This design comes from an exercise in tuning for small area, a short achievable clock period and few clock cycles per item on the open sky130 flow, not from production work.
Where RTL was checked, it was by simulation tests only, not by an equivalence proof against the original.
The RTL of runs 1 to 3 was laid out without a check of its function.

==> flow/design.v, too long to show whole: its modules and the start of the top module <==
// module spuc_mul53: 4379 lines
// module spuc_fmul_a: 58 lines
// module spuc_fmul_b: 39 lines
// module spuc_fadd: 68 lines
// module spuc_add: 25 lines
// module spuc_lzc64: 40 lines
// module spuc_correlator: 83 lines
module spuc_correlator (
    input  wire        clk,
    input  wire        rst,
    input  wire        in_valid,
    output reg         in_ready,
    input  wire [63:0] in_ref,
    input  wire [63:0] in_x,
    input  wire        in_neg,
    input  wire        in_last,
    output reg         out_valid,
    input  wire        out_ready,
    output reg  [63:0] out_corr,
    output reg         out_bit
);
  // ...
==> flow/flow/run.sh <==
#!/bin/bash
# Standard synthesis and layout (the standard.sh), with the timing repair
# steps asked to over-fix setup: the repair keeps working on paths until they
# have SETUP_SLACK_MARGIN ns of slack at the design's clock period. The
# clock, constraints and all flow scripts are unchanged.
set -euo pipefail
export SETUP_SLACK_MARGIN=51.5
bash standard.sh synth > synth.log 2>&1
bash standard.sh floorplan > floorplan.log 2>&1
bash standard.sh place > place.log 2>&1
bash standard.sh cts > cts.log 2>&1
bash standard.sh route > route.log 2>&1
bash standard.sh finish > finish.log 2>&1
==> flow/standard.sh <==
#!/bin/bash
# synth_recipe.tcl (not shown) runs the flow's synth.tcl, then flattens the netlist and writes it again
# the make line also repeats each setting of config.mk as NAME=value (left out here)
make -C /OpenROAD-flow-scripts/flow DESIGN_CONFIG=/design/flow/config.mk WORK_HOME=/design/flow/orfs CLKGATE_MAP_FILE= SYNTH_SCRIPT=/design/flow/synth_recipe.tcl "${@:-finish}"
==> flow/config.mk <==
export PLATFORM = sky130hd
export DESIGN_NAME = spuc_correlator
export DESIGN_NICKNAME = spuc_correlator
export VERILOG_FILES = /design/flow/design.v
export SDC_FILE = /design/flow/constraint.sdc
export NUM_CORES = 8
export LEC_CHECK = 0
export ABC_AREA = 1
export CAP_MARGIN = 20
export CORE_MARGIN = 2
export CORE_UTILIZATION = 35
export SLEW_MARGIN = 20
==> flow/constraint.sdc <==
create_clock -name core_clock -period 66.0 [get_ports {clk}]
set_input_delay 13.2000 -clock core_clock [delete_from_list [all_inputs] [get_ports {clk}]]
set_output_delay 13.2000 -clock core_clock [all_outputs]
set_load 0.01 [all_outputs]
==> results.cfg, run 1 <==
[run_status]
status = finished clean

[timing]
setup-violations-final = 0
fin_worst_skew_ns = 0.0861
rsz0062_at_grt = true

[yosys]
synth.area.mux_share_pct = 0.416
synth-simple-area-share_pct = 19.6
synth_fa_ha_area_share_pct = 30.4
async_flop_share_pct = 0

[worst_setup_path]
slowest_delay_ns = 0.55
crit_start = out_corr[10]$_DFFE_PP_
endpoint = out_corr[10]

[floorplanning]
placementRows = 199
coreArea_um2 = 295000

[layout]
nonClkBufAreaFrac_pct = 4.85
fin_area_um2 = 113000
post-route-util_pct = 38.4
layout_commonest_cell = nand2_1

[routing]
drcViolationCount = 0
drt_first_pass_iters = 9

[clock_network]
insertion_delay_ns = 0.78
max-clock-path-buffers = 3

[place]
dpl_worst_slack_ns = 48.75

[global_route]
grt_max_degree = 104
grt_overflow = 0
busiest_layer = met2

[hold_path]
hold_class = flop to flop
==> inputs of run 2 (changes only) <==
--- a/flow/design.v
+++ b/flow/design.v
@@ -4370,17 +4370,17 @@
     wire t2800 = (t2594 & t2595) | (t2594 & 1'b1) | (t2595 & 1'b1);
     wire t2801 = t2596 ^ ns25 ^ pp26_52;
     wire t2802 = (t2596 & ns25) | (t2596 & pp26_52) | (ns25 & pp26_52);
     wire t2803 = pp26_53 ^ 1'b1;
     wire t2804 = pp26_53 & 1'b1;
     wire [105:0] r0 = {t2802, t2800, t2798, t2796, t2794, t2792, t2790, t2788, t2786, t2784, t2782, t2780, t2778, t2776, t2774, t2772, t2770, t2768, t2766, t2764, t2762, t2760, t2758, t2756, t2754, t2752, t2750, t2748, t2746, t2744, t2742, t2740, t2738, t2736, t2734, t2732, t2730, t2728, t2726, t2724, t2722, t2720, t2718, t2716, t2714, t2712, t2710, t2708, t2706, t2704, t2702, t2700, t2698, t2696, t2694, t2692, t2690, t2688, t2686, t2684, t2682, t2680, t2678, t2676, t2674, t2672, t2670, t2668, t2666, t2664, t2662, t2660, t2658, t2656, t2654, t2652, t2650, t2648, t2646, t2644, t2642, t2640, t2638, t2636, t2634, t2632, t2630, t2628, t2626, t2624, t2622, t2620, t2618, t2616, t2614, t2612, t2610, t2608, t2606, t2604, t2602, t2600, t2598, t2597, pp0_1, pp0_0};
     wire [105:0] r1 = {t2803, t2801, t2799, t2797, t2795, t2793, t2791, t2789, t2787, t2785, t2783, t2781, t2779, t2777, t2775, t2773, t2771, t2769, t2767, t2765, t2763, t2761, t2759, t2757, t2755, t2753, t2751, t2749, t2747, t2745, t2743, t2741, t2739, t2737, t2735, t2733, t2731, t2729, t2727, t2725, t2723, t2721, t2719, t2717, t2715, t2713, t2711, t2709, t2707, t2705, t2703, t2701, t2699, t2697, t2695, t2693, t2691, t2689, t2687, t2685, t2683, t2681, t2679, t2677, t2675, t2673, t2671, t2669, t2667, t2665, t2663, t2661, t2659, t2657, t2655, t2653, t2651, t2649, t2647, t2645, t2643, t2641, t2639, t2637, t2635, t2633, t2631, t2629, t2627, t2625, t2623, t2621, t2619, t2617, t2615, t2613, t2611, t2609, t2607, t2605, t2603, t2601, t2599, neg1, 1'b0, neg0};
     wire co;
-    spuc_add #(106) u_add (.a(r0), .b(r1), .ci(1'b0), .s(p), .co(co));
+    spuc_addbk #(106) u_add (.a(r0), .b(r1), .ci(1'b0), .s(p), .co(co));
 endmodule
 module spuc_fmul_a (
     input  wire [63:0]  a,
     input  wire [63:0]  b,
     output wire [105:0] prod,
     output wire         sy,
     output wire [1:0]   cls,      
     output wire         uf,       
@@ -4602,16 +4602,48 @@
             assign v5[j] = v4[2*j+1] | v4[2*j];
             assign c5[5*j+4:5*j] = v4[2*j+1] ? {1'b0, c4[8*j+7:8*j+4]} : {1'b1, c4[8*j+3:8*j]};
         end
     endgenerate
     assign v6 = v5[1] | v5[0];
     assign c6 = v5[1] ? {1'b0, c5[9:5]} : {1'b1, c5[4:0]};
     assign n  = v6 ? {1'b0, c6} : 7'd64;
 endmodule
+module spuc_addbk #(parameter W = 8) (
+    input  wire [W-1:0] a,
+    input  wire [W-1:0] b,
+    input  wire         ci,
+    output wire [W-1:0] s,
+    output wire         co
+);
+    localparam N = W + 1;
+    localparam L = $clog2(N);
+    wire [W:0] g0 = {a & b, ci};
+    wire [W:0] p0 = {a ^ b, 1'b0};
+    reg  [W:0] g, p;
+    integer l, i;
+    always @* begin
+        g = g0;
+        p = p0;
+        for (l = 0; l < L; l = l + 1)
+            for (i = 0; i < N; i = i + 1)
+                if (((i + 1) % (2 << l)) == 0) begin
+                    g[i] = g[i] | (p[i] & g[i - (1 << l)]);
+                    p[i] = p[i] & p[i - (1 << l)];
+                end
+        for (l = L - 2; l >= 0; l = l - 1)
+            for (i = 0; i < N; i = i + 1)
+                if (((i + 1) % (2 << l)) == (1 << l) && i >= (2 << l)) begin
+                    g[i] = g[i] | (p[i] & g[i - (1 << l)]);
+                    p[i] = p[i] & p[i - (1 << l)];
+                end
+    end
+    assign s  = p0[W:1] ^ g[W-1:0];
+    assign co = g[W];
+endmodule
 module spuc_correlator (
     input  wire        clk,
     input  wire        rst,
     input  wire        in_valid,
     output reg         in_ready,
     input  wire [63:0] in_ref,
     input  wire [63:0] in_x,
     input  wire        in_neg,
==> flow/flow/run.sh (replaced) <==
#!/bin/bash
# Standard synthesis and layout (the standard.sh, step by step), with two
# changes to how the layout is made; the clock, the constraints and all flow
# scripts are unchanged:
# - the port buffers that the placement step inserts are buf_4 cells;
# - the timing repair steps over-fix setup: they keep working on a path
#   until it has SETUP_SLACK_MARGIN ns of slack at the design's period.
# Each step's output goes to its own log file here.
set -euo pipefail
export SETUP_SLACK_MARGIN=51.6
export BUFFER_PORTS_ARGS="-buffer_cell sky130_fd_sc_hd__buf_4"
bash standard.sh synth > synth.log 2>&1
bash standard.sh floorplan > floorplan.log 2>&1
bash standard.sh place > place.log 2>&1
bash standard.sh cts > cts.log 2>&1
bash standard.sh route > route.log 2>&1
bash standard.sh finish > finish.log 2>&1
==> run 2 against run 1 <==
Register-to-register slack better by 0.15 ns. Final cell count decreased by 0.65%. Worst setup slack worse by 0.0054 ns. Synthesized cell count down 1.0%. Synthesized area is essentially flat. Clock skew is 0.0068 ns higher. First-iteration DRC count down 2.0%. Design area about the same. Core utilization shrank 0.18 points. Maximum frequency about the same.
==> results.cfg, run 2 <==
[worst_setup_path]
timing_worst_setup_path_type = flop to output pin
path_max_fanout = 1
slowest_delay_ns = 0.55
slowest_stage = edfxtp_1
crit_path_end_kind = output pin
worst-path-buf-inv = 1
cp-start-kind = flop
rrSetupSlack_ns = 52.13
crit_arrival_ns = 1.46
path_cells = buf_6
cp_top_family = flip-flops
critPathRequiredTime_ns = 52.80

[floorplanning]
coreArea_um2 = 296000
placementRows = 200
initial_utilization_pct = 35.1
die_x_um = 549
fp.dieH_um = 549
io_pins = 201
dieArea_um2 = 301000

[yosys]
postSynthCellCount = 14500
yosysSeqAreaShare_pct = 7.62
yosys.area.top_type = fa_1
syn_nets = 16400
synth_warnings = 7
synth.avg_cell_area_um2 = 7.18
ys_ff_latch = 331
synth_area_leaders = fa_1, xor2_1, nand2_1
yosys-top-cells-count = nand2_1, inv_1, xor2_1
yosysMostFrequentCell = nand2_1
synth_top_area_share_pct = 26.0
synth_ff_type = dfxtp_1
synth_cell_types = 74
synth_edf_count = 129
syn-cell-area_um2 = 104000
async_flop_share_pct = 0

[layout]
layout_commonest_cell = nand2_1
multi_input_area_um2 = 83800
drive_gt1_share_pct = 8.22
syn_to_final_growth_pct = 8.81
fillers = 31300
register_area_um2 = 7970
final_cell_mix = nand2_1, inv_1, xor2_1
fin_nets = 15900

[clock_network]
cts_hold_buffers = 0
cts_tree = yes
insertion_delay_ns = 0.78
cts_buffers = 48
cts_root_buf = clkbuf_16
clock_sinks = 331
htree_levels = 2
max-clock-path-buffers = 3
clk_pin_slew_ns = 0.06

[timing]
period_minus_slack_ns = 14.66
max_freq_mhz = 68.2
min_period_over_period_pct = 22.2
rsz0062_at_grt = true
setup-violations-final = 0
drv_slew = 0
tns_ns = 0
fin_worst_skew_ns = 0.0929
finalHoldViolCount = 0
hold_slack_ns = 0.324
slew_headroom_pct = 15.3
worst_pin_slew_ns = 1.26

[routing]
drt_first_pass_iters = 14
vias = 109000
drcViolationCount = 0
wire_per_inst_um = 28.6
vias_per_cell = 6.03
routed_wl_um = 515000
initialDrtViolationCount = 15300
ant_nets = 0

[place]
place_congestion = 1.04
dp_hpwl_um = 364000
io_buffers = 200

[global_route]
grt_max_degree = 113
grt_pass1_vias = 105000
grt_pass1_wl_um = 729000
grt_overflow = 0
grt_antenna_before_repair = 22
grt_use_total_pct = 32.9

[hold_path]
hold_class = flop to flop

[job]
cap_violations = 0

[run_status]
status = finished clean
## run 2: kinds of logic after synthesis
logic type,share of synthesized area (%)
fa+ha+maj,31.2
flops,7.62
xor+xnor,13.4
buf+inv,13.0
compound gates,16.1
simple gates,18.5
mux,0.175
## run 2: area by class of cell
cell class              count  share of cell area [%]
diodes                     14                  0.0310
well taps                3939                    4.36
multi-input cells       10600                    74.1
inverters                2403                    8.07
clock inverters            23                   0.257
flip-flops and latches    331                    7.05
clock buffers              64                    1.24
repair inverters            1                 0.00553
repair buffers            588                    4.90
## run 2: worst paths after layout
kind	endpoint	start	cells after the start
max reg2reg	s1_p[33]$_SDFF_PP0_	s0_b[31]$_DFF_P_	51
max	out_corr[37]	out_corr[37]$_DFFE_PP_	1
min	s1_last$_DFF_P_	s0_last$_DFF_P_	0
min reg2reg	s1_last$_DFF_P_	s0_last$_DFF_P_	0
## run 2: timing repair
| action | 4_1_cts | 5_1_grt |
|---|---|---|
| cloned | 19 | 18 |
| endpoints found under the hold margin | 0 | 0 |
| buffers inserted | 31 | 53 |
| gates resized for setup | 163 | 316 |
| endpoints found under the setup margin | 186 | 193 |
| pin swaps | 17 | 30 |
## run 2: stage by stage
step / util, % / setup WS (ns) / cells / area (µm²)
5_1_grt: 38.2 / 51.33 / 18000 / 113000
4_1_cts: 37.6 / 51.28 / 17900 / 111000
6_report: 38.2 / 51.34 / 18000 / 113000
2_1_floorplan: - / 51.84 / 14500 / 104000
3_3_place_gp: 36.7 / 47.45 / 17800 / 109000
3_5_place_dp: 36.7 / 47.51 / 17800 / 109000
## run 2: metal layers
metal	wire, µm	track usage (%)	vias up	part of all wire (%)
met5	1140	0.997	-	0.22
met4	51100	25.2	46	9.9
met3	71800	12.9	2583	14
met2	214000	49.1	8216	41
met1	177000	37.6	51600	34
li1	-	-	46100	-
==> module spuc_add, before the edit <==
module spuc_add #(parameter W = 8) (
    input  wire [W-1:0] a,
    input  wire [W-1:0] b,
    input  wire         ci,
    output wire [W-1:0] s,
    output wire         co
);
    localparam L = $clog2(W + 1);
    wire [W:0] g0 = {a & b, ci};
    wire [W:0] p0 = {a ^ b, 1'b0};
    reg  [W:0] g, p;
    integer l, i;
    always @* begin
        g = g0;
        p = p0;
        for (l = 0; l < L; l = l + 1)
            for (i = 0; i <= W; i = i + 1)
                if (i[l] && (((i >> l) << l) >= 1)) begin
                    g[i] = g[i] | (p[i] & g[((i >> l) << l) - 1]);
                    p[i] = p[i] & p[((i >> l) << l) - 1];
                end
    end
    assign s  = p0[W:1] ^ g[W-1:0];
    assign co = g[W];
endmodule
==> module spuc_correlator, before the edit <==
module spuc_correlator (
    input  wire        clk,
    input  wire        rst,
    input  wire        in_valid,
    output reg         in_ready,
    input  wire [63:0] in_ref,
    input  wire [63:0] in_x,
    input  wire        in_neg,
    input  wire        in_last,
    output reg         out_valid,
    input  wire        out_ready,
    output reg  [63:0] out_corr,
    output reg         out_bit
);
    wire accept = in_valid && in_ready;
    wire take   = out_valid && out_ready;
    reg        s0_v, s0_last;
    reg [63:0] s0_a, s0_b;
    always @(posedge clk) begin
        s0_a    <= in_ref;
        s0_b    <= {in_x[63] ^ in_neg, in_x[62:0]};
        s0_last <= in_last;
        s0_v    <= accept && !rst;
    end
    wire [105:0] m_prod;
    wire         m_sy, m_uf, m_st0, m_ovf0, m_ovf1;
    wire [1:0]   m_cls;
    wire [6:0]   m_l0;
    wire [10:0]  m_ef;
    spuc_fmul_a u_mula (.a(s0_a), .b(s0_b), .prod(m_prod), .sy(m_sy), .cls(m_cls),
                        .uf(m_uf), .l0(m_l0), .st0(m_st0), .ef(m_ef),
                        .ovf0(m_ovf0), .ovf1(m_ovf1));
    wire [63:0] prod;
    spuc_fmul_b u_mulb (.prod(m_prod), .sy(m_sy & s0_v), .cls(s0_v ? m_cls : 2'd1),
                        .uf(m_uf), .l0(m_l0), .st0(m_st0), .ef(m_ef),
                        .ovf0(m_ovf0), .ovf1(m_ovf1), .y(prod));
    reg        s1_v, s1_last;
    reg [63:0] s1_p;
    always @(posedge clk) begin
        s1_p    <= prod;
        s1_last <= s0_last;
        s1_v    <= s0_v && !rst;
    end
    reg  [63:0] acc;
    reg         fresh, done;
    wire [63:0] sum;
    spuc_fadd u_add (.a(acc), .b(s1_p), .y(sum));
    wire [63:0] first = (s1_p[62:0] == 63'd0) ? 64'd0 : s1_p;
    wire move = done && !out_valid;
    wire acc_nan = (&acc[62:52]) && (acc[51:0] != 0);
    wire acc_gt0 = !acc[63] && (acc[62:0] != 0) && !acc_nan;
    always @(posedge clk) begin
        acc <= (s1_v && fresh) ? first : sum;
        if (move) begin
            out_corr <= acc;
            out_bit  <= acc_gt0;
        end
        if (rst) begin
            fresh     <= 1'b1;
            done      <= 1'b0;
            out_valid <= 1'b0;
        end else begin
            if (s1_v)
                fresh <= s1_last;
            if (s1_v && s1_last)
                done <= 1'b1;
            else if (move)
                done <= 1'b0;
            out_valid <= move || (out_valid && !out_ready);
        end
    end
    reg  [1:0] nres;
    wire [1:0] nres_next = nres + {1'b0, accept && in_last} - {1'b0, take};
    always @(posedge clk) begin
        if (rst) begin
            nres     <= 2'd0;
            in_ready <= 1'b1;
        end else begin
            nres     <= nres_next;
            in_ready <= (nres_next != 2'd2);
        end
    end
endmodule
==> inputs of run 3 (changes only) <==
--- a/flow/design.v
+++ b/flow/design.v
@@ -4550,5 +4550,5 @@
     output wire         co
 );
-    localparam L = $clog2(W + 1);
+    localparam L = 7;                    
     wire [W:0] g0 = {a & b, ci};
     wire [W:0] p0 = {a ^ b, 1'b0};
@@ -4616,5 +4616,5 @@
 );
     localparam N = W + 1;
-    localparam L = $clog2(N);
+    localparam L = 7;                    
     wire [W:0] g0 = {a & b, ci};
     wire [W:0] p0 = {a ^ b, 1'b0};
@@ -4693,9 +4693,7 @@
     always @(posedge clk) begin
         acc <= (s1_v && fresh) ? first : sum;
-        if (move) begin
-            out_corr <= acc;
-            out_bit  <= acc_gt0;
-        end
         if (rst) begin
+            out_corr  <= 64'd0;
+            out_bit   <= 1'b0;
             fresh     <= 1'b1;
             done      <= 1'b0;
@@ -4709,4 +4707,8 @@
                 done <= 1'b0;
             out_valid <= move || (out_valid && !out_ready);
+            if (move) begin
+                out_corr <= acc;
+                out_bit  <= acc_gt0;
+            end
         end
     end
==> run 3 against run 2 <==
Clock-buffer cell count shrank 8. Via count grew 2.8%. Sequential share of layout area shrank 0.56 points.
==> results.cfg, run 3 <==
[run_status]
status = finished clean

[yosys]
syn_nets = 16700
async_flop_share_pct = 0
synth_top_area_share_pct = 25.9
yosysMostFrequentCell = nand2_1
synth_edf_count = 64
ys_ff_latch = 331
synth_cell_types = 79
synth_area_leaders = fa_1, xor2_1, nand2_1
synth_ff_type = dfxtp_1
synth.avg_cell_area_um2 = 7.06
yosysSeqAreaShare_pct = 6.96
yosys-top-cells-count = nand2_1, inv_1, xor2_1
syn-cell-area_um2 = 104000
yosys.area.top_type = fa_1
synth_warnings = 7
postSynthCellCount = 14800

[clock_network]
clk_pin_slew_ns = 0.07
insertion_delay_ns = 0.76
cts_buffers = 47
cts_tree = yes
htree_levels = 2
cts_hold_buffers = 0
clock_sinks = 331
max-clock-path-buffers = 3
cts_root_buf = clkbuf_16

[layout]
drive_gt1_share_pct = 8.61
layout_commonest_cell = nand2_1
syn_to_final_growth_pct = 9.10
final_cell_mix = nand2_1, inv_1, xor2_1
fin_nets = 16200

[floorplanning]
fp.dieH_um = 550
initial_utilization_pct = 35.2
die_x_um = 550
io_pins = 201
coreArea_um2 = 297000
dieArea_um2 = 303000
placementRows = 200

[worst_setup_path]
cp_top_family = flip-flops
crit_path_end_kind = output pin
cp-start-kind = flop
critPathRequiredTime_ns = 52.80
slowest_delay_ns = 0.33
worst-path-buf-inv = 1
timing_worst_setup_path_type = flop to output pin
slowest_stage = dfxtp_2
path_max_fanout = 2
crit_arrival_ns = 1.22
path_cells = buf_6

[routing]
vias_per_cell = 6.09
initialDrtViolationCount = 15300
routed_wl_um = 534000
vias = 112000
drt_first_pass_iters = 13
drcViolationCount = 0
wire_per_inst_um = 29.2
ant_nets = 0

[global_route]
grt_pass1_wl_um = 753000
grt_overflow = 0
grt_use_total_pct = 34.0
grt_antenna_before_repair = 17
grt_max_degree = 134
grt_pass1_vias = 107000

[job]
cap_violations = 0

[timing]
slew_headroom_pct = 14.8
rsz0062_at_grt = true
tns_ns = 0
drv_slew = 0
period_minus_slack_ns = 14.42
min_period_over_period_pct = 21.8
fin_worst_skew_ns = 0.0401
setup-violations-final = 0
finalHoldViolCount = 0
worst_pin_slew_ns = 1.26
max_freq_mhz = 69.4

[place]
dp_hpwl_um = 375000
place_congestion = 1.04
io_buffers = 200

[hold_path]
hold_class = flop to flop
[run 3: cell types whose count changed in the layout (fill, tap and decap cells not counted), sizes merged, moves of 20 or more]
cell	before	now
inv	2393	2437
a21oi	329	412
clkinv	23	43
o21ai	825	953
dfxtp	202	267
nand2	2336	2427
edfxtp	129	64
xor2	1531	1504
buf	572	592
[run 3: per-stage QoR]
stage	hold WS [ns]	area [µm²]	utilization, %	instances	worst slack [ns]
6_report	0.329	114000	38.4	18300	51.58
5_1_grt	0.345	114000	38.4	18300	51.48
4_1_cts	0.335	112000	37.7	18200	51.52
3_5_place_dp	0.318	109000	36.7	18100	47.80
3_3_place_gp	0.313	109000	36.7	18100	48.02
2_1_floorplan	0.310	104000	-	14800	51.84
[run 3: kinds of logic (layout without fill, tap and decap cells)]
group	count (synthesis)	in the layout	synth area share [%]
DFF	331	331	6.96
xor gates and xnor gates	1566	1566	13.1
muxes	19	19	0.183
AOI/OAI and AO/OA	3015	3016	16.8
and+or+nand+nor	4465	4484	18.5
adders and majority gates	1785	1785	31.1
buffers and inverters	3603	3154	13.3
other	0	21	0
[run 3: area by class of cell]
| class | instances | area [µm²] |
|---|---|---|
| well taps | 3939 | 4930 |
| repair buffers | 607 | 5690 |
| multi-input cells | 10900 | 84800 |
| clock buffers | 56 | 1270 |
| diodes | 21 | 52.6 |
| flip-flops and latches | 331 | 7400 |
| clock inverters | 31 | 412 |
| repair inverters | 1 | 8.76 |
| inverters | 2459 | 9400 |
| fillers | 31700 | 183000 |
[run 3: final timing paths]
kind                                  start  cells after the start  slack [ns]                   to
setup / recovery  out_corr[57]$_SDFFE_PP0P_                      1       51.58         out_corr[57]
hold / removal              s0_last$_DFF_P_                      0        0.33      s1_last$_DFF_P_
setup reg to reg           s0_b[31]$_DFF_P_                     50       52.02  s1_p[46]$_SDFF_PP0_
hold reg to reg             s0_last$_DFF_P_                      0        0.33      s1_last$_DFF_P_
[run 3: repair_timing]
item | CTS | global route
gates resized for setup | 268 | 342
setup buffers | 28 | 77
endpoints found under the setup margin | 193 | 170
pin swaps | 15 | 50
gates cloned | 15 | 16
[run 3: metal layers]
| layer | up-vias | global-route usage, % | wire (µm) |
|---|---|---|---|
| met4 | 27 | 26.9 | 55600 |
| met1 | 53000 | 39.2 | 186000 |
| met2 | 8752 | 50.1 | 219000 |
| li1 | 47000 | - | - |
| met3 | 2749 | 13.1 | 73300 |
| met5 | - | 1.17 | 601 |
==> module spuc_fmul_b, before the edit <==
module spuc_fmul_b (
    input  wire [105:0] prod,
    input  wire         sy,
    input  wire [1:0]   cls,
    input  wire         uf,
    input  wire [6:0]   l0,
    input  wire         st0,
    input  wire [10:0]  ef,
    input  wire         ovf0,
    input  wire         ovf1,
    output reg  [63:0]  y
);
    localparam [63:0] QNAN = 64'h7FF8000000000000;
    wire [106:0] pw  = {prod, 1'b0} >> l0;
    wire [54:0]  w   = pw[54:0];
    wire         sh1 = !uf & w[54];
    wire [52:0]  mant = sh1 ? w[54:2] : w[53:1];
    wire         g    = sh1 ? w[1] : w[0];
    wire         st   = st0 | (sh1 & w[0]);
    wire         rnd  = g & (st | mant[0]);
    wire         ovf  = !uf & (sh1 ? ovf1 : ovf0);
    wire [10:0]  e1   = ef + {10'd0, sh1};
    wire [62:0]  pk   = uf ? {10'd0, mant} : {e1, mant[51:0]};
    wire [62:0]  res;
    wire         res_co;
    spuc_add #(63) u_rnd (.a(pk), .b(63'd0), .ci(rnd), .s(res), .co(res_co));
    always @* begin
        if (cls == 2'd3)
            y = QNAN;
        else if (cls == 2'd2)
            y = {sy, 11'h7FF, 52'd0};
        else if (cls == 2'd1)
            y = {sy, 63'd0};
        else if (ovf)
            y = {sy, 11'h7FF, 52'd0};
        else
            y = {sy, res};
    end
endmodule
==> module spuc_fadd, before the edit <==
module spuc_fadd (
    input  wire [63:0] a,
    input  wire [63:0] b,
    output reg  [63:0] y
);
    localparam [63:0] QNAN = 64'h7FF8000000000000;
    wire a_nan = (&a[62:52]) && (a[51:0] != 0);
    wire b_nan = (&b[62:52]) && (b[51:0] != 0);
    wire a_inf = (&a[62:52]) && (a[51:0] == 0);
    wire b_inf = (&b[62:52]) && (b[51:0] == 0);
    wire [62:0] cmp_s;
    wire        a_ge_b;
    spuc_add #(63) u_cmp (.a(a[62:0]), .b(~b[62:0]), .ci(1'b1), .s(cmp_s), .co(a_ge_b));
    wire        swap = !a_ge_b;
    wire [63:0] p    = swap ? b : a;
    wire [63:0] q    = swap ? a : b;
    wire        sp = p[63];
    wire        pz = (p[62:52] == 11'd0);
    wire        qz = (q[62:52] == 11'd0);
    wire [10:0] ep = pz ? 11'd1 : p[62:52];
    wire        sub = a[63] ^ b[63];
    wire [10:0] xa  = (a[62:52] == 11'd0) ? 11'd1 : a[62:52];
    wire [10:0] xb  = (b[62:52] == 11'd0) ? 11'd1 : b[62:52];
    wire [10:0] dab = xa - xb;
    wire [10:0] dba = xb - xa;
    wire [10:0] d   = swap ? dba : dab;
    wire [5:0]  dc  = (d[10:6] != 5'd0) ? 6'd63 : d[5:0];
    reg  [56:0] qal;
    integer k;
    always @* begin
        qal = {1'b0, !qz, q[51:0], 3'b000};
        for (k = 0; k < 6; k = k + 1)
            if (dc[k])
                qal = (qal >> (1 << k)) | {56'd0, |(qal & ((57'd1 << (1 << k)) - 57'd1))};
    end
    wire [56:0] pal = {1'b0, !pz, p[51:0], 3'b000};
    wire [56:0] sum;
    wire        sum_co;
    spuc_add #(57) u_sum (.a(pal), .b(qal ^ {57{sub}}), .ci(sub), .s(sum), .co(sum_co));
    wire [6:0]  lz;
    spuc_lzc64 u_lz (.x({sum, 7'd0}), .n(lz));
    wire        lim = ({4'd0, lz} > ep);           
    wire [5:0]  sh  = lim ? ep[5:0] : lz[5:0];
    wire [56:0] sn  = sum << sh;
    wire [10:0] ep_p1 = ep + 11'd1;
    wire [10:0] fld = lim ? 11'd0 : ep_p1 - {4'd0, lz};
    wire [52:0] mant = sn[56:4];
    wire        g    = sn[3];
    wire        st   = |sn[2:0];
    wire        rnd  = g & (st | mant[0]);
    wire [62:0] res;
    wire        res_co;
    spuc_add #(63) u_rnd (.a({fld, mant[51:0]}), .b(63'd0), .ci(rnd), .s(res), .co(res_co));
    always @* begin
        if (a_nan || b_nan || (a_inf && b_inf && (a[63] != b[63])))
            y = QNAN;
        else if (a_inf)
            y = a;
        else if (b_inf)
            y = b;
        else if (sum == 57'd0)
            y = {sub ? 1'b0 : sp, 63'd0};
        else if (fld == 11'h7FF)
            y = {sp, 11'h7FF, 52'd0};
        else
            y = {sp, res};
    end
endmodule
==> inputs of run 4 (changes only) <==
--- a/flow/design.v
+++ b/flow/design.v
@@ -4448,5 +4448,4 @@
     output reg  [63:0]  y
 );
-    localparam [63:0] QNAN = 64'h7FF8000000000000;
     wire [106:0] pw  = {prod, 1'b0} >> l0;
     wire [54:0]  w   = pw[54:0];
@@ -4462,15 +4461,12 @@
     wire         res_co;
     spuc_add #(63) u_rnd (.a(pk), .b(63'd0), .ci(rnd), .s(res), .co(res_co));
+    wire r_nan  = (cls == 2'd3);
+    wire r_inf  = (cls == 2'd2) || (cls == 2'd0 && ovf);
+    wire r_zero = (cls == 2'd1);
     always @* begin
-        if (cls == 2'd3)
-            y = QNAN;
-        else if (cls == 2'd2)
-            y = {sy, 11'h7FF, 52'd0};
-        else if (cls == 2'd1)
-            y = {sy, 63'd0};
-        else if (ovf)
-            y = {sy, 11'h7FF, 52'd0};
-        else
-            y = {sy, res};
+        y[63]    = !r_nan && sy;
+        y[62:52] = (r_nan || r_inf) ? 11'h7FF : r_zero ? 11'd0 : res[62:52];
+        y[51]    = r_nan || (!r_inf && !r_zero && res[51]);
+        y[50:0]  = (r_nan || r_inf || r_zero) ? 51'd0 : res[50:0];
     end
 endmodule
@@ -4480,5 +4476,4 @@
     output reg  [63:0] y
 );
-    localparam [63:0] QNAN = 64'h7FF8000000000000;
     wire a_nan = (&a[62:52]) && (a[51:0] != 0);
     wire b_nan = (&b[62:52]) && (b[51:0] != 0);
@@ -4528,17 +4523,13 @@
     wire        res_co;
     spuc_add #(63) u_rnd (.a({fld, mant[51:0]}), .b(63'd0), .ci(rnd), .s(res), .co(res_co));
+    wire r_nan  = a_nan || b_nan || (a_inf && b_inf && sub);
+    wire r_inf  = !r_nan && (a_inf || b_inf || fld == 11'h7FF);
+    wire r_zero = !a_inf && !b_inf && (a[62:0] == b[62:0]) && (sub || a[62:0] == 63'd0);
+    wire r_sign = a_inf ? a[63] : b_inf ? b[63] : sp;
     always @* begin
-        if (a_nan || b_nan || (a_inf && b_inf && (a[63] != b[63])))
-            y = QNAN;
-        else if (a_inf)
-            y = a;
-        else if (b_inf)
-            y = b;
-        else if (sum == 57'd0)
-            y = {sub ? 1'b0 : sp, 63'd0};
-        else if (fld == 11'h7FF)
-            y = {sp, 11'h7FF, 52'd0};
-        else
-            y = {sp, res};
+        y[63]    = !r_nan && r_sign && !(r_zero && sub);
+        y[62:52] = (r_nan || r_inf) ? 11'h7FF : r_zero ? 11'd0 : res[62:52];
+        y[51]    = r_nan || (!r_inf && !r_zero && res[51]);
+        y[50:0]  = (r_nan || r_inf || r_zero) ? 51'd0 : res[50:0];
     end
 endmodule
@@ -4686,11 +4677,11 @@
     reg         fresh, done;
     wire [63:0] sum;
-    spuc_fadd u_add (.a(acc), .b(s1_p), .y(sum));
-    wire [63:0] first = (s1_p[62:0] == 63'd0) ? 64'd0 : s1_p;
+    wire        start = s1_v && fresh;
+    spuc_fadd u_add (.a(acc & {64{!start}}), .b(s1_p), .y(sum));
     wire move = done && !out_valid;
     wire acc_nan = (&acc[62:52]) && (acc[51:0] != 0);
     wire acc_gt0 = !acc[63] && (acc[62:0] != 0) && !acc_nan;
     always @(posedge clk) begin
-        acc <= (s1_v && fresh) ? first : sum;
+        acc <= sum;
         if (rst) begin
             out_corr  <= 64'd0;
==> run 4 against run 3 <==
First-iteration DRC count down 4.2%. Design area is 0.83% lower. Maximum frequency is 0.43% lower. Routed wire length shrank 2.6%. Sequential cell count did not move. Non-clock buffer count decreased by 27. Clock-buffer cell count increased by 1. Final cell count shrank 0.81%. Clock skew up 0.043 ns.
==> results.cfg, run 4 <==
[run_status]
status = finished clean

[place]
place_congestion = 1.03
dpl_worst_slack_ns = 47.75
io_buffers = 200
dp_hpwl_um = 369000

[clock_network]
cts_root_buf = clkbuf_16
clk_pin_slew_ns = 0.06
max-clock-path-buffers = 3
htree_levels = 2
cts_tree = yes
cts_hold_buffers = 0
insertion_delay_ns = 0.73
cts_buffers = 44
clock_sinks = 331

[worst_setup_path]
critPathRequiredTime_ns = 52.80
crit_arrival_ns = 1.28
slowest_delay_ns = 0.43
rrSetupSlack_ns = 51.98
crit_start = out_bit$_SDFFE_PP0P_
reg2reg_from = s0_b[35]$_DFF_P_
cp_top_family = flip-flops
timing_worst_setup_path_type = flop to output pin
cp-start-kind = flop
path_max_fanout = 2
slowest_stage = dfxtp_4
worst-path-buf-inv = 1
reg2reg_to = s1_p[32]$_SDFF_PP0_
path_cells = buf_6
crit_path_end_kind = output pin
ff2ff_path_depth = 59

[yosys]
synth_area_leaders = fa_1, xor2_1, inv_1
synth-simple-area-share_pct = 18.3
syn_nets = 16600
synth_top_area_share_pct = 26.0
synth_fa_ha_area_share_pct = 31.5
synth.avg_cell_area_um2 = 7.08
yosys.area.top_type = fa_1
synth_xor_area_share_pct = 13.3
synth_edf_count = 0
synth.area.mux_share_pct = 0.194
async_flop_share_pct = 0
synth_compound_area_share_pct = 16.7
yosys-top-cells-count = inv_1, nand2_1, xor2_1
postSynthCellCount = 14700
syn-cell-area_um2 = 104000
ys_ff_latch = 331
synth_warnings = 7
synth_top_family_by_area = adder cells
synth_cell_types = 79
yosysMostFrequentCell = inv_1
synth_ff_type = dfxtp_1
yosysSeqAreaShare_pct = 6.38

[timing]
period_minus_slack_ns = 14.48
worst_pin_slew_ns = 1.27
slew_headroom_pct = 14.6
drv_slew = 0
min_period_over_period_pct = 21.9
setup-violations-final = 0
layout_setup_ws_ns = 51.52
rsz0062_at_grt = true
tns_ns = 0
finalHoldViolCount = 0
fin_worst_skew_ns = 0.0833
max_freq_mhz = 69.1

[global_route]
grt_antenna_before_repair = 26
busiest_layer = met2
grt_overflow = 0
grt_use_total_pct = 33.3
grt_max_degree = 114
grt_pass1_wl_um = 735000
grtUsageMet1_pct = 39.8
grt_use_met3_pct = 12.2
grt_pass1_vias = 105000
use_met2_pct = 49.6

[floorplanning]
coreArea_um2 = 295000
initial_utilization_pct = 35.3
dieArea_um2 = 301000
placementRows = 199
fp.dieH_um = 549
io_pins = 201
die_x_um = 549

[routing]
drcViolationCount = 0
wire_per_inst_um = 28.7
routed_wl_um = 521000
initialDrtViolationCount = 14700
ant_nets = 0
drt_first_pass_iters = 14
vias_per_cell = 5.99
vias = 109000

[hold_path]
min_to = s1_last$_DFF_P_
hold_class = flop to flop
hp-start = s0_last$_DFF_P_
min_path_cells = 0

[job]
cap_violations = 0

[layout]
syn_to_final_growth_pct = 8.83
fillers = 31300
final_cell_mix = inv_1, nand2_1, xor2_1
layout_commonest_cell = inv_1
fin_nets = 16100
drive_gt1_share_pct = 8.45
[run 4: layer usage]
metal / vias to the layer above / routed length (µm)
li1: 46400 / -
met1: 51800 / 189000
met2: 8212 / 216000
met3: 2347 / 70300
met4: 42 / 44800
met5: - / 791
[run 4: stage by stage]
step                      area (µm²)  hold slack (ns)  std cells  util, %
final                         113000            0.339      18200     38.4
after global placement        108000            0.320      17900     36.7
after floorplan               104000            0.310      14700        -
after CTS                     111000            0.345      18100     37.6
after global routing          113000            0.350      18200     38.4
after detailed placement      108000            0.330      17900     36.7
[run 4: timing repair]
item,4_1_cts,5_1_grt
gates cloned,13,22
resized for setup,275,370
setup buffers,19,74
setup endpoints to repair,187,126
pin swaps,14,52
[run 4: final cells by class]
type	count	area, µm²	area share [%]
antenna	17	42.5	0.0376
clock buffer	57	1220	1.08
clock inverter	23	313	0.277
inverter	2510	9650	8.54
multi-input combinational	10700	84400	74.7
sequential	331	6750	5.98
tap	3919	4900	4.34
timing repair buffer	580	5720	5.06
timing repair inverter	5	42.5	0.0376
[run 4: cells by family (layout without fill, tap and decap cells)]
logic type,Yosys count,in the layout
XOR/XNOR,1577,1577
adder cells (fa/ha/maj),1806,1806
AO/OA/AOI/OAI,2951,2951
other,0,17
flip-flops,331,331
AND/OR/NAND/NOR,4360,4371
multiplexers,20,20
buffers and inverters,3626,3175
[run 4: how the worst max path moves through the flow]
stage / to / slack, ns / cells after the start
2_1_floorplan: in_ready$_SDFF_PP1_ / 51.84 / 8
3_3_place_gp: acc[48]$_SDFF_PP0_ / 47.67 / 97
3_5_place_dp: acc[61]$_SDFF_PP1_ / 47.75 / 87
4_1_cts: out_bit / 51.47 / 1
5_1_grt: s1_p[32]$_SDFF_PP0_ / 51.48 / 58
6_report: out_bit / 51.52 / 1
Testbench counts of run 4, summed over its fixed seeds: cycles 17,807, items 17,761.

[port drivers added, routing unchanged]
How much do the figures lean on ideal ports? The routed layouts below were timed once more, with nothing changed but the port constraints.
Step 1 sets driving cells, clkbuf_16 on the clock port and buf_2 on the other inputs (assumed; they add their load-dependent delay and slew).
Step 2 moves the port delays by t, midway between the first and last clock arrival at a register: inputs arrive t later, outputs are due t later. That takes back most of the time a late clock gives input paths.
Three values: no drivers, after step 1, after step 2; two values: the first two.
run	t (ns)	setup slack, ns	hold slack, ns	worst setup path at the end
run 1	0.834	51.346 / 51.244 / 51.194	0.327 / 0.327 / 0.327	input to register
run 2	0.825	51.340 / 51.244 / 51.663	0.324 / 0.324 / 0.324	input to register
run 3	0.826	51.583 / 51.493 / 51.240	0.329 / 0.329 / 0.329	input to register
run 4	0.790	51.521 / 51.422 / 51.497	0.339 / 0.339 / 0.339	input to register
After both steps every run listed still meets setup and hold. For run 3, which loses most, drivers alone change the setup slack by -0.090 ns; drivers and shift together by -0.343 ns.
